This design comes from an exercise in tuning for small area, a short achievable clock period and few clock cycles on the open sky130 flow, not from production work.
RTL that was checked went through simulation tests only; none was proved equivalent to the original.
Power and IR drop assume default switching activity.

the baseline:
// gfig_rx
module gfig_rx (
    input  wire         clk,
    input  wire         rst,         
    input  wire         in_valid,
    input  wire [7:0]   in_data,
    input  wire         in_last,
    output wire         in_ready,
    output reg          rep_valid,
    output reg  [2:0]   rep_code,
    output reg  [279:0] rep_data
);
    localparam [7:0] M0 = 8'hB2;
    localparam [7:0] M1 = 8'hA1;
    localparam [7:0] VERSION = 8'h01;
    localparam [2:0] R_UNKNOWN   = 3'd4;
    localparam [2:0] R_MALFORMED = 3'd5;
    localparam [2:0] R_STORM     = 3'd6;
    localparam integer D  = 35;        
    localparam integer AW = 6;
    localparam [1:0] P_HUNT = 2'd0;    
    localparam [1:0] P_FRM  = 2'd1;    
    localparam [1:0] P_UNKW = 2'd2;    
    localparam [1:0] P_SKIP = 2'd3;    
    localparam [15:0] CRC_MAGIC = 16'hC0AB;
    function [15:0] crc_byte;
        input [15:0] c;
        input [7:0]  d;
        integer j;
        reg [15:0] r;
        begin
            r = c ^ {d, 8'h00};
            for (j = 0; j < 8; j = j + 1)
                r = r[15] ? ((r << 1) ^ 16'h1021) : (r << 1);
            crc_byte = r;
        end
    endfunction
    reg       rdy;
    reg       iv, il;
    reg [7:0] id;
    assign in_ready = rdy;
    always @(posedge clk) begin
        id <= in_data;
        il <= in_last;
    end
    reg [8:0]    fm [0:D-1];           
    reg [AW-1:0] wp, rp;
    reg [AW:0]   mc;                   
    reg [AW:0]   tot;                  
    reg [AW:0]   avail;                
    reg [8:1]    a_ge;                 
    reg       hbv;                     
    reg [7:0] hb;
    reg       hf;                      
    reg       h_b2, h_a1, h_known, h_v01, h_him;
    wire [8:0] fo = fm[rp];
    always @(posedge clk) begin
        if (iv)
            fm[wp] <= {il, id};
  ...
==> flow/config.mk <==
export PLATFORM = sky130hd
export DESIGN_NAME = gfig_rx
export DESIGN_NICKNAME = gfig_rx
export VERILOG_FILES = /design/flow/design.v
export SDC_FILE = /design/flow/constraint.sdc
export NUM_CORES = 4
export LEC_CHECK = 0
export ABC_CLOCK_PERIOD_IN_PS = 3000
export CAP_MARGIN = 20
export CORE_MARGIN = 2
export CORE_UTILIZATION = 40
export SLEW_MARGIN = 20
==> flow/constraint.sdc <==
create_clock -name core_clock -period 11.0 [get_ports {clk}]
set_input_delay 2.2000 -clock core_clock [delete_from_list [all_inputs] [get_ports {clk}]]
set_output_delay 2.2000 -clock core_clock [all_outputs]
set_load 0.01 [all_outputs]
standard.sh (not shown) runs the stock make flow with config.mk's settings and CLKGATE_MAP_FILE= SYNTH_SCRIPT=/design/flow/synth_recipe.tcl, a recipe that flattens the netlist after the stock synthesis.
==> flow/flow/run.sh <==
#!/bin/bash
# Layout flow: the standard ORFS flow with these changes:
#  - repair_timing keeps a setup margin, so paths are sized and buffered
#    past the clock period, and may resize cells to other footprints;
#  - ports are buffered with buf_2 cells.
set -e -o pipefail
export SETUP_SLACK_MARGIN=7.6
export BUFFER_PORTS_ARGS="-buffer_cell sky130_fd_sc_hd__buf_2"
bash standard.sh MATCH_CELL_FOOTPRINT=0 finish 2>&1 | tee standard_flow.log
Testbench counts of the baseline, summed over its fixed seeds: cycles 186,711.
Changes in the candidate relative to the baseline:
diff --git a/flow/design.v b/flow/design.v
--- a/flow/design.v
+++ b/flow/design.v
@@ -39,17 +39,16 @@
     reg [7:0] id;
     assign in_ready = rdy;
     always @(posedge clk) begin
         id <= in_data;
         il <= in_last;
     end
     reg [8:0]    fm [0:D-1];           
     reg [AW-1:0] wp, rp;
-    reg [AW:0]   mc;                   
     reg [AW:0]   tot;                  
     reg [AW:0]   avail;                
     reg [8:1]    a_ge;                 
     reg       hbv;                     
     reg [7:0] hb;
     reg       hf;                      
     reg       h_b2, h_a1, h_known, h_v01, h_him;
     wire [8:0] fo = fm[rp];
@@ -68,17 +67,17 @@
     reg        ver_ok;
     reg        v_b2;         
     reg        t_b2, t_a1;   
     reg        lo_ok;        
     reg [3:0]  sl;           
     reg [3:0]  inv;
     reg        storm_pend;
     wire consume = hbv && a_ge[1] && (st != P_UNKW);
-    wire ld      = (!hbv || consume) && (mc != 0);
+    wire ld      = (!hbv || consume) && (hbv ? (tot >= 2) : (tot != 0));    
     wire [3:0] sl1 = sl[3] ? 4'd8 : sl + 4'd1;
     reg [5:0] k_lo1, k_lastf;
     always @* begin
         case (ty)
             2'd1:    begin k_lo1 = 6'd13; k_lastf = 6'd12; end
             2'd2:    begin k_lo1 = 6'd61; k_lastf = 6'd38; end
             default: begin k_lo1 = 6'd11; k_lastf = 6'd11; end
         endcase
@@ -133,30 +132,29 @@
             else
                 a_ge_n[q] = a_ge[q];
         end
     end
     reg fin, fin_ok, fin_storm;
     always @(posedge clk) begin
         if (rst) begin
             rdy <= 1'b0; iv <= 1'b0;
-            wp <= 0; rp <= 0; mc <= 0; tot <= 0; avail <= 0; a_ge <= 8'd0;
+            wp <= 0; rp <= 0; tot <= 0; avail <= 0; a_ge <= 8'd0;
             hbv <= 1'b0;
             st <= P_HUNT; prev_b2 <= 1'b0; sl <= 4'd0; inv <= 4'd0;
             storm_pend <= 1'b0;
             rep_valid <= 1'b0;
             rep_code  <= 3'd0;
             clr_r <= 1'b0;
             fin <= 1'b0; fin_storm <= 1'b0;
         end else begin
             iv  <= in_valid & rdy;
             rdy <= rdy_n;
             if (iv) wp <= (wp == D-1) ? 0 : wp + 1'b1;
             if (ld) rp <= (rp == D-1) ? 0 : rp + 1'b1;
-            mc    <= mc + iv - ld;
             tot   <= tot_n;
             avail <= avail_n;
             a_ge  <= a_ge_n;
             if (ld) begin
                 hbv     <= 1'b1;
                 hb      <= fo[7:0];
                 hf      <= fo[8];
                 h_b2    <= (fo[7:0] == M0);
==> results.txt <==
The candidate vs. the baseline: part of the power in registers went up 0.7 points; number of antenna cells inserted did not really move.
[the candidate] part of the power in combinational logic fell 0.4 points relative to the baseline
On register-to-register slack, the baseline and the candidate are basically level.
Final HPWL from detailed placement, the candidate vs the baseline: down by a few percent
Per the comparison of the candidate with the baseline, fraction of standard cell area that is sequential has increased; power share of the clock group lower.
Routing usage on met3 across the baseline and the candidate: no real change.
The candidate and the baseline ended up with roughly the same fraction of power spent switching nets.
Max freq the baseline -> the candidate: degraded
Ff count | the candidate vs the baseline | the candidate lower
[the candidate] depth of the most critical reg-to-reg path rose 3 relative to the baseline
Compared with the baseline, the candidate shows a setup slack that is 0.031 ns lower.
Post-route minimum period: the candidate worse than the baseline
Only the layout flow was run in the candidate; the RTL was not checked for function there.

port drivers added, routing unchanged:
In the flow no input, the clock included, has a driving cell. The finished layouts below were timed again as built, in two steps. Step 1 (the two cells are an assumption about what drives the block):
set clk [get_ports {clk}]
set_driving_cell -lib_cell sky130_fd_sc_hd__clkbuf_16 $clk
set_driving_cell -lib_cell sky130_fd_sc_hd__buf_2 [delete_from_list [all_inputs] $clk]
Step 2 moves the port delays by t, midway between the first and last clock arrival at a register: inputs arrive t later, outputs are due t later. That takes back most of the time a late clock gives input paths. Slacks: no drivers / after step 1 / after step 2; pairs: no drivers / after step 1.
run	shift t [ns]	setup slack, ns	hold WS [ns]
the baseline	0.667	7.585 / 7.527 / 7.089	0.421 / 0.421 / 0.421
the candidate	0.657	7.554 / 7.495 / 7.082	0.475 / 0.475 / 0.475
After both steps setup and hold are still met in every run listed. The setup slack of the baseline, which loses most, moves by -0.058 ns with the drivers and by -0.496 ns with both steps.
